Context: an optimization exercise on an open-source flow, tuned for small area. The choices shown serve that exercise and are no tape-out recipe. In this exercise RTL edits were held to simulation tests only and were not proved equivalent to the original. Power figures rest on the tool's default switching activity, not on a simulated workload.

<file path="run.sh">
#!/bin/bash
# synth_recipe.tcl (not shown) runs the flow's synth.tcl, then flattens the netlist and writes it again
# the make line also repeats each setting of config.mk as NAME=value (left out here)
make -C /OpenROAD-flow-scripts/flow DESIGN_CONFIG=/design/flow/config.mk WORK_HOME=/design/flow/orfs CLKGATE_MAP_FILE= SYNTH_SCRIPT=/design/flow/synth_recipe.tcl finish
</file>
<file path="config.mk">
export PLATFORM = sky130hd
export DESIGN_NAME = ppsb_engine
export DESIGN_NICKNAME = ppsb_engine
export VERILOG_FILES = /design/flow/design.v
export SDC_FILE = /design/flow/constraint.sdc
export NUM_CORES = 4
export LEC_CHECK = 0
export CAP_MARGIN = 20
export CORE_MARGIN = 2
export CORE_UTILIZATION = 40
export SLEW_MARGIN = 20
</file>
<file path="constraint.sdc">
create_clock -name core_clock -period 6.0 [get_ports {clk}]
set_input_delay 1.2000 -clock core_clock [delete_from_list [all_inputs] [get_ports {clk}]]
set_output_delay 1.2000 -clock core_clock [all_outputs]
set_load 0.01 [all_outputs]
</file>
<file path="design.v">
module ppsb_div (
    input  wire        clk,
    input  wire        rst,
    input  wire        start,
    input  wire [1:0]  wcode,
    input  wire [31:0] n,
    input  wire [31:0] d,
    output reg         done,
    output reg  [31:0] q,
    output reg  [31:0] r
);
    reg        running;
    reg [4:0]  bitidx;
    reg [31:0] dividend;
    reg [31:0] divisor;
    reg [32:0] rem;
    wire [32:0] shifted = {rem[31:0], dividend[bitidx]};
    wire [32:0] diff    = shifted - {1'b0, divisor};
    wire        ge      = ~diff[32];
    always @(posedge clk) begin
        if (rst) begin
            running <= 1'b0;
            done    <= 1'b0;
            bitidx  <= 5'd0;
            dividend <= 32'd0;
            divisor <= 32'd0;
            rem     <= 33'd0;
            q       <= 32'd0;
            r       <= 32'd0;
        end else begin
            done <= 1'b0;
            if (start) begin
                dividend <= n;
                divisor  <= d;
                rem      <= 33'd0;
                q        <= 32'd0;
                if (n < d) begin
                    r    <= n;
                    done <= 1'b1;
                end else begin
                    running <= 1'b1;
                    bitidx  <= {wcode, 3'b111};
                end
            end else if (running) begin
                if (ge) begin
                    rem       <= diff;
                    q[bitidx] <= 1'b1;
                end else begin
                    rem <= shifted;
                end
                if (bitidx == 5'd0) begin
                    running <= 1'b0;
                    done    <= 1'b1;
                    r       <= ge ? diff[31:0] : shifted[31:0];
                end else begin
                    bitidx <= bitidx - 5'd1;
                end
            end
        end
    end
endmodule
module ppsb_mul (
    input  wire        clk,
    input  wire        rst,
    input  wire        start,
    input  wire        w16,
    input  wire [15:0] a,
    input  wire [15:0] b,
    output reg         done,
    output reg  [31:0] p
);
    reg        running;
    reg [3:0]  cnt;
    reg [15:0] mplier;
    reg [31:0] mcand;
    always @(posedge clk) begin
        if (rst) begin
            running <= 1'b0;
            done    <= 1'b0;
            cnt     <= 4'd0;
            mplier  <= 16'd0;
            mcand   <= 32'd0;
            p       <= 32'd0;
        end else begin
            done <= 1'b0;
            if (start) begin
                running <= 1'b1;
                cnt     <= w16 ? 4'd15 : 4'd7;
                mplier  <= w16 ? a : {8'd0, a[7:0]};
                mcand   <= w16 ? {16'd0, b} : {24'd0, b[7:0]};
                p       <= 32'd0;
            end else if (running) begin
                if (mplier[0])
                    p <= p + mcand;
                mplier <= mplier >> 1;
                mcand  <= mcand << 1;
                if (cnt == 4'd0) begin
                    running <= 1'b0;
                    done    <= 1'b1;
                end else begin
                    cnt <= cnt - 4'd1;
                end
            end
        end
    end
endmodule
module ppsb_engine (
    input  wire        clk,
    input  wire        rst,           
    input  wire        start,         
    input  wire [7:0]  op,            
    input  wire [31:0] opa,
    input  wire [31:0] opb,
    input  wire [31:0] clk_pwm,       
    input  wire [1:0]  pwm_corr,      
    input  wire        pwm_odd,       
    output reg         busy,
    output reg         done,          
    output reg  [1:0]  err_code,      
    output reg  [31:0] res0,
    output reg  [31:0] res1,
    output reg  [1:0]  psc,           
    output reg  [4:0]  scalar,        
    output reg  [10:0] bound,         
    output reg  [10:0] duty,
    output reg  [31:0] ratio,
    output reg  [31:0] resid,
    output reg         fallback
);
    localparam [7:0] OP_NOP   = 8'h00,
                     OP_DIV8  = 8'h01,
                     OP_DIV16 = 8'h02,
                     OP_DIV24 = 8'h03,
                     OP_DIV32 = 8'h04,
                     OP_MUL8  = 8'h08,
                     OP_MUL16 = 8'h09,
                     OP_PWM   = 8'h10,
                     OP_PWMD  = 8'h11;
    localparam [3:0] S_IDLE   = 4'd0,
                     S_DECODE = 4'd1,
                     S_ADIV   = 4'd2,
                     S_AMUL   = 4'd3,
                     S_PRATIO = 4'd4,
                     S_PBOOST = 4'd5,
                     S_PSCAN  = 4'd6,
                     S_PSOLVED= 4'd7,
                     S_PDMUL  = 4'd8,
                     S_PDDIV  = 4'd9;
    reg [3:0]  state;
    reg [7:0]  c_op;
    reg [31:0] c_a;
    reg [31:0] c_b;
    reg [31:0] c_clk;
    reg [1:0]  c_corr;
    reg        c_odd;
    reg [31:0] w_ratio;
    reg [1:0]  w_boost;
    reg [5:0]  w_s;           
    reg [5:0]  w_best;        
    reg [5:0]  w_bs;          
    reg [10:0] w_bq;          
    reg        w_found;
    reg        div_start;
    reg [1:0]  div_w;
    reg [31:0] div_n;
    reg [31:0] div_d;
    wire       div_done;
    wire [31:0] div_q;
    wire [31:0] div_r;
    ppsb_div u_div (
        .clk(clk), .rst(rst), .start(div_start), .wcode(div_w),
        .n(div_n), .d(div_d), .done(div_done), .q(div_q), .r(div_r)
    );
    reg        mul_start;
    reg        mul_w16;
    reg [15:0] mul_a;
    reg [15:0] mul_b;
    wire       mul_done;
    wire [31:0] mul_p;
    ppsb_mul u_mul (
        .clk(clk), .rst(rst), .start(mul_start), .w16(mul_w16),
        .a(mul_a), .b(mul_b), .done(mul_done), .p(mul_p)
    );
    wire [1:0]  a_w = c_op[1:0] - 2'd1;         
    reg  [31:0] a_mask;
    always @(*) begin
        case (a_w)
            2'd0:    a_mask = 32'h0000_00FF;
            2'd1:    a_mask = 32'h0000_FFFF;
            2'd2:    a_mask = 32'h00FF_FFFF;
            default: a_mask = 32'hFFFF_FFFF;
        endcase
    end
    wire [31:0] t_def = (c_clk[31:4] == 28'd0) ? 32'd1 : {4'd0, c_clk[31:4]};
    wire [31:0] t_eff = (c_a == 32'd0) ? t_def : c_a;
    reg  [31:0] corr_q;
    always @(*) begin
        case (c_corr)
            2'd0:    corr_q = div_q;
            2'd1:    corr_q = {div_q[30:0], 1'b0};
            2'd2:    corr_q = {1'b0, div_q[31:1]};
            default: corr_q = {1'b0, div_q[31:1]} + 32'd1;
        endcase
    end
    wire scan_ok = (div_r < {26'd0, w_best}) &&
                   (!c_odd || div_q[0]) &&
                   (div_q != 32'd0) && (div_q < 32'd2048);
    wire [5:0]  fin_bs = w_found ? w_bs : 6'd32;
    wire [10:0] fin_bq = w_found ? w_bq : 11'd2047;
    wire [10:0] fin_cr = fin_bq - 11'd1;
    wire [31:0] duty_rnd = div_q + ((div_r >= 32'd50) ? 32'd1 : 32'd0);
    wire [10:0] duty_fin = (duty_rnd > {21'd0, fin_cr}) ? fin_cr : duty_rnd[10:0];
    wire [7:0]  p8   = c_b[7:0];
    wire [7:0]  pct  = (p8 > 8'd100) ? 8'd100 : p8;
    task automatic finish_ok;
        begin
            done     <= 1'b1;
            busy     <= 1'b0;
            err_code <= 2'd0;
            state    <= S_IDLE;
        end
    endtask
    task automatic finish_err(input [1:0] code);
        begin
            done     <= 1'b1;
            busy     <= 1'b0;
            err_code <= code;
            state    <= S_IDLE;
        end
    endtask
    always @(posedge clk) begin
        if (rst) begin
            state    <= S_IDLE;
            busy     <= 1'b0;
            done     <= 1'b0;
            err_code <= 2'd0;
            res0     <= 32'd0;
            res1     <= 32'd0;
            psc      <= 2'd0;
            scalar   <= 5'd0;
            bound    <= 11'd0;
            duty     <= 11'd0;
            ratio    <= 32'd0;
            resid    <= 32'd0;
            fallback <= 1'b0;
            c_op     <= 8'd0;
            c_a      <= 32'd0;
            c_b      <= 32'd0;
            c_clk    <= 32'd0;
            c_corr   <= 2'd0;
            c_odd    <= 1'b0;
            w_ratio  <= 32'd0;
            w_boost  <= 2'd0;
            w_s      <= 6'd0;
            w_best   <= 6'd0;
            w_bs     <= 6'd0;
            w_bq     <= 11'd0;
            w_found  <= 1'b0;
            div_start <= 1'b0;
            div_w    <= 2'd0;
            div_n    <= 32'd0;
            div_d    <= 32'd0;
            mul_start <= 1'b0;
            mul_w16  <= 1'b0;
            mul_a    <= 16'd0;
            mul_b    <= 16'd0;
        end else begin
            done      <= 1'b0;
            div_start <= 1'b0;
            mul_start <= 1'b0;
            case (state)
                S_IDLE: begin
                    if (start) begin
                        busy   <= 1'b1;
                        c_op   <= op;
                        c_a    <= opa;
                        c_b    <= opb;
                        c_clk  <= clk_pwm;
                        c_corr <= pwm_corr;
                        c_odd  <= pwm_odd;
                        state  <= S_DECODE;
                    end
                end
                S_DECODE: begin
                    case (c_op)
                        OP_NOP: finish_ok();
                        OP_DIV8, OP_DIV16, OP_DIV24, OP_DIV32: begin
                            if ((c_b & a_mask) == 32'd0) begin
                                finish_err(2'd2);
                            end else begin
                                div_start <= 1'b1;
                                div_w     <= a_w;
                                div_n     <= c_a & a_mask;
                                div_d     <= c_b & a_mask;
                                state     <= S_ADIV;
                            end
                        end
                        OP_MUL8, OP_MUL16: begin
                            mul_start <= 1'b1;
                            mul_w16   <= c_op[0];
                            mul_a     <= c_a[15:0];
                            mul_b     <= c_b[15:0];
                            state     <= S_AMUL;
                        end
                        OP_PWM, OP_PWMD: begin
                            div_start <= 1'b1;
                            div_w     <= 2'd3;
                            div_n     <= c_clk;
                            div_d     <= t_eff;
                            state     <= S_PRATIO;
                        end
                        default: finish_err(2'd1);
                    endcase
                end
                S_ADIV: begin
                    if (div_done) begin
                        res0 <= div_q;
                        res1 <= div_r;
                        finish_ok();
                    end
                end
                S_AMUL: begin
                    if (mul_done) begin
                        res0 <= mul_p;
                        res1 <= 32'd0;
                        finish_ok();
                    end
                end
                S_PRATIO: begin
                    if (div_done) begin
                        w_ratio <= corr_q;
                        w_boost <= 2'd0;
                        state   <= S_PBOOST;
                    end
                end
                S_PBOOST: begin
                    if (w_ratio > 32'd65504 && w_boost != 2'd3) begin
                        w_ratio <= w_ratio >> 2;
                        w_boost <= w_boost + 2'd1;
                    end else begin
                        w_s       <= 6'd1;
                        w_best    <= 6'd32;
                        w_found   <= 1'b0;
                        div_start <= 1'b1;
                        div_w     <= 2'd3;
                        div_n     <= w_ratio;
                        div_d     <= 32'd1;
                        state     <= S_PSCAN;
                    end
                end
                S_PSCAN: begin
                    if (div_done) begin
                        if (scan_ok) begin
                            w_best  <= div_r[5:0];
                            w_bs    <= w_s;
                            w_bq    <= div_q[10:0];
                            w_found <= 1'b1;
                        end
                        if (w_s == 6'd32) begin
                            state <= S_PSOLVED;
                        end else begin
                            w_s       <= w_s + 6'd1;
                            div_start <= 1'b1;
                            div_n     <= w_ratio;
                            div_d     <= {26'd0, w_s + 6'd1};
                        end
                    end
                end
                S_PSOLVED: begin
                    if (c_op == OP_PWMD) begin
                        mul_start <= 1'b1;
                        mul_w16   <= 1'b1;
                        mul_a     <= {8'd0, pct};
                        mul_b     <= {5'd0, fin_bq};
                        state     <= S_PDMUL;
                    end else begin
                        psc      <= w_boost;
                        scalar   <= fin_bs[4:0] - 5'd1;
                        bound    <= fin_cr;
                        ratio    <= w_ratio;
                        resid    <= w_found ? {26'd0, w_best} : 32'hFFFF_FFFF;
                        fallback <= ~w_found;
                        finish_ok();
                    end
                end
                S_PDMUL: begin
                    if (mul_done) begin
                        div_start <= 1'b1;
                        div_w     <= 2'd3;
                        div_n     <= mul_p;
                        div_d     <= 32'd100;
                        state     <= S_PDDIV;
                    end
                end
                S_PDDIV: begin
                    if (div_done) begin
                        psc      <= w_boost;
                        scalar   <= fin_bs[4:0] - 5'd1;
                        bound    <= fin_cr;
                        ratio    <= w_ratio;
                        resid    <= w_found ? {26'd0, w_best} : 32'hFFFF_FFFF;
                        fallback <= ~w_found;
                        duty     <= duty_fin;
                        finish_ok();
                    end
                end
                default: state <= S_IDLE;
            endcase
        end
    end
endmodule
</file>
==> run summary <==
## power by group
group / total, uW / internal (uW) / switching [uW]
registers: 5290 / 4740 / 550
logic: 3740 / 1410 / 2330
clock network: 4770 / 2810 / 1970
total: 13800 / 8960 / 4840
## worst max-delay path: stages (launching register included)
cell and delay [ns]:
dfxtp_1 0.87, mux4_2 0.60, mux4_2 0.48, mux2i_1 0.22, ha_1 0.22, fa_1 0.21
nand2b_1 0.13, a21oi_1 0.14, o21ai_2 0.18, o211a_4 0.23, o211ai_4 0.09, a211o_2 0.40
a311oi_2 0.88, a31oi_1 0.17, nor2_1 0.13
## flip-flops by register name, indices dropped and copies added, names as in the netlist, 32 cells and up
register and count:
u_div.divisor 32, w_ratio 32, u_mul.p 32, u_div.r 32, ratio 32, u_div.rem 32
c_a 32, u_div.dividend 32, res0 32, div_n 32, u_mul.mcand 32, div_d 32
c_b 32, res1 32, u_div.q 32, c_clk 32
## stage by stage
step / worst slack (ns) / area, um2 / utilization [%] / power [uW] / hold WS (ns)
global route: 0.574 / 40500 / 46.8 / 14400 / 0.471
CTS: 0.930 / 40500 / 46.8 / 13800 / 0.456
detailed placement: 0.977 / 37900 / 43.8 / 9060 / 0.446
floorplan: 1.70 / 34800 / - / 7860 / 0.432
global placement: 1.05 / 37900 / 43.8 / 9020 / 0.440
finish: 0.950 / 40500 / 46.8 / 13800 / 0.453
## layout make-up
| class | count | area, um2 |
|---|---|---|
| Tap cell | 1155 | 1450 |
| Multi-Input combinational cell | 3215 | 19600 |
| Inverter | 113 | 424 |
| Clock inverter | 33 | 363 |
| Clock buffer | 101 | 2170 |
| Sequential cell | 664 | 13300 |
| Timing Repair Buffer | 322 | 3140 |
| Fill cell | 8610 | 46000 |
## metal layers
layer	wire length (um)	part of all wire (%)	vias up	global-route usage, %
li1	-	-	15600	-
met1	56800	44	15600	38.8
met2	57200	44	1379	43.9
met3	9610	7.4	275	4.43
met4	5660	4.4	6	10.9
met5	34	0.026	-	0
## logic make-up (layout without fill, tap and decap cells)
group	Yosys count	count (layout)	synth area share, %
and+or+nand+nor	1623	1623	21.1
AOI/OAI and AO/OA	1165	1165	21.6
DFF	664	664	38.2
buffers and inverters	472	569	5.69
muxes	198	198	6.12
adders and majority gates	130	130	4.72
xor gates and xnor gates	99	99	2.49
## how the worst min path moves through the flow
stage                end  slack (ns)      start  cells past startpoint
6_report       ratio[27]        0.45  ratio[27]                      2
5_1_grt        ratio[29]        0.47  ratio[29]                      2
4_1_cts        ratio[27]        0.46  ratio[27]                      2
3_5_place_dp   ratio[26]        0.45  ratio[26]                      2
3_3_place_gp      psc[0]        0.44     psc[0]                      2
2_1_floorplan   mul_a[2]        0.43   mul_a[2]                      2
## layout by cell type (no fill, tap or decap), drive strengths merged, types with 52 or more instances in the layout
cell type and count:
a211oi 174, a21oi 430, a22oi 58, a31oi 90, buf 52, clkbuf 101
clkdlybuf4s50 270, dfxtp 664, ha 128, inv 116, mux2i 183, nand2 575
nand3 99, nor2 515, nor3 121, nor4 53, o21ai 150, xnor2 61
==> summary.txt <==
Status -> finished clean
RSZ-0062 raised after global routing -> no
Root Buffer -> clkbuf_16
Worst min path class -> register to register
Minimum clock period -> 5.05 ns
Antenna cells -> 0
Die X -> 299 um
Max Transition Viols Final -> 0
Most common cell in the synthesized netlist -> dfxtp_1
Non-Filler Instances -> 5603
Max clock buf depth -> 3
Routability Congestion -> 0.964
Post-CTS setup buffer count -> 0
Final wirelength -> 129000 um
First-pass DRT Iterations -> 6
DR vias/cell -> 5.87
Synth area leaders -> dfxtp_1 (38%), nand2_1 (6.2%), a21oi_1 (6.2%)
Async set-reset flop share out of synthesis -> 0%
IO Pins -> 272
Reg2Reg Depth -> 14
Final setup skew -> 0.0428 ns
DR iter-0 viols -> 3630
Reg-to-Reg End -> u_div.q[25]
Post-synth top cells -> dfxtp_1 (664), nand2_1 (575), nor2_1 (515)
CP endpoint -> u_div.q[25]
CTS tree -> yes
Setup TNS -> 0 ns
Post-synth top area share -> 38.2%
Max Fanout on Critical Path -> 17
Die Span Y -> 299 um
Fraction of layout cells with a size suffix above 1 -> 5.91%
Max Cap Viol -> 0
Die ar. -> 89300 um2
Synthesized cell area -> 34800 um2
Global-route wire length before repair -> 194000 um
Hold_buf cts -> 0
Avg Cell Area, Syn -> 7.99 um2
Worst EP arrival -> 5.60 ns
Hold Fails Final Rpt -> 0
Rows -> 108
Core Area -> 86500 um2
Skew-Pair Late Insertion Delay -> 0.66 ns
Hpwl dp -> 94900 um
CP Capture Type -> register
Vias in the first global route -> 30300
Initial Util -> 40.2%
Pin slew with the least headroom to its limit -> 1.15 ns
Initial antenna violation count -> 5
Final nets -> 4632
Vias -> 32900
FF-to-FF setup slack -> 0.95 ns
Netlist cell types -> 99
Final period util -> 84.2%
# DRC -> 0
Post-synth EDFFs -> 0
GR Util All Layers -> 28.1%
Worst setup path start -> u_div.bitidx[0]
Post-CTS sizing -> 0
Top_reg_cell synth -> dfxtp_1
Rel. slew slack -> 23.0%
Crit path launch type -> register
Yosys warns -> 3
Clk sinks -> 664
GR Overflow Total -> 0
Leading area contributor after synthesis -> dfxtp_1
Kind of critical path -> register to register
Yosys reg bits -> 664
Sequential area share after synthesis -> 38.2%
Wirelength per Cell -> 23.1 um
# H-tree levels -> 3
Buffers on Ports -> 271
Post-DRT Antenna Nets -> 0
Largest net degree at the start of global routing -> 165
Worst vdd ir -> 307 uV
F_max -> 198 MHz
Pwr dens -> 341 nW/um2
Final setup viols -> 0
Syn Inst Count -> 4351
Placed cells -> 5469
Crit path required time -> 6.55 ns
Clock transition at the registers of the reported paths -> 0.06 ns
Total CTS buffers -> 76
Critical R2R Launch -> u_div.bitidx[0]
Syn_nets -> 4591
Leakage -> 0.0145 uW
Layout area overhead -> 16.4%

==> separate check: timing with driven ports <==
Ports are ideal in the flow. The routed layout listed here was re-timed in OpenROAD.
Step 1 sets driving cells, clkbuf_16 on the clock port and buf_2 on the other inputs (assumed; they add their load-dependent delay and slew).
Step 2 adds t to the input delays and takes it off the output delays; t is the mean of the earliest and latest rising clock arrival at the registers after step 1. Input paths then give back, and output paths get back, about the clock's delay inside the block.
Slacks: ideal ports / drivers / drivers and shift; pairs: ideal ports / drivers.
shift t [ns]: 0.708
setup slack, ns: 0.950 / 0.950 / 0.950
worst setup path after step 2: register to register
slew at the worst register clock pin (ns): 0.07 / 0.07
pins driven straight from the clock port: 1
After both steps setup and hold are still met in this run. For this run, drivers alone change the setup slack by 0.000 ns; drivers and shift together by 0.000 ns.
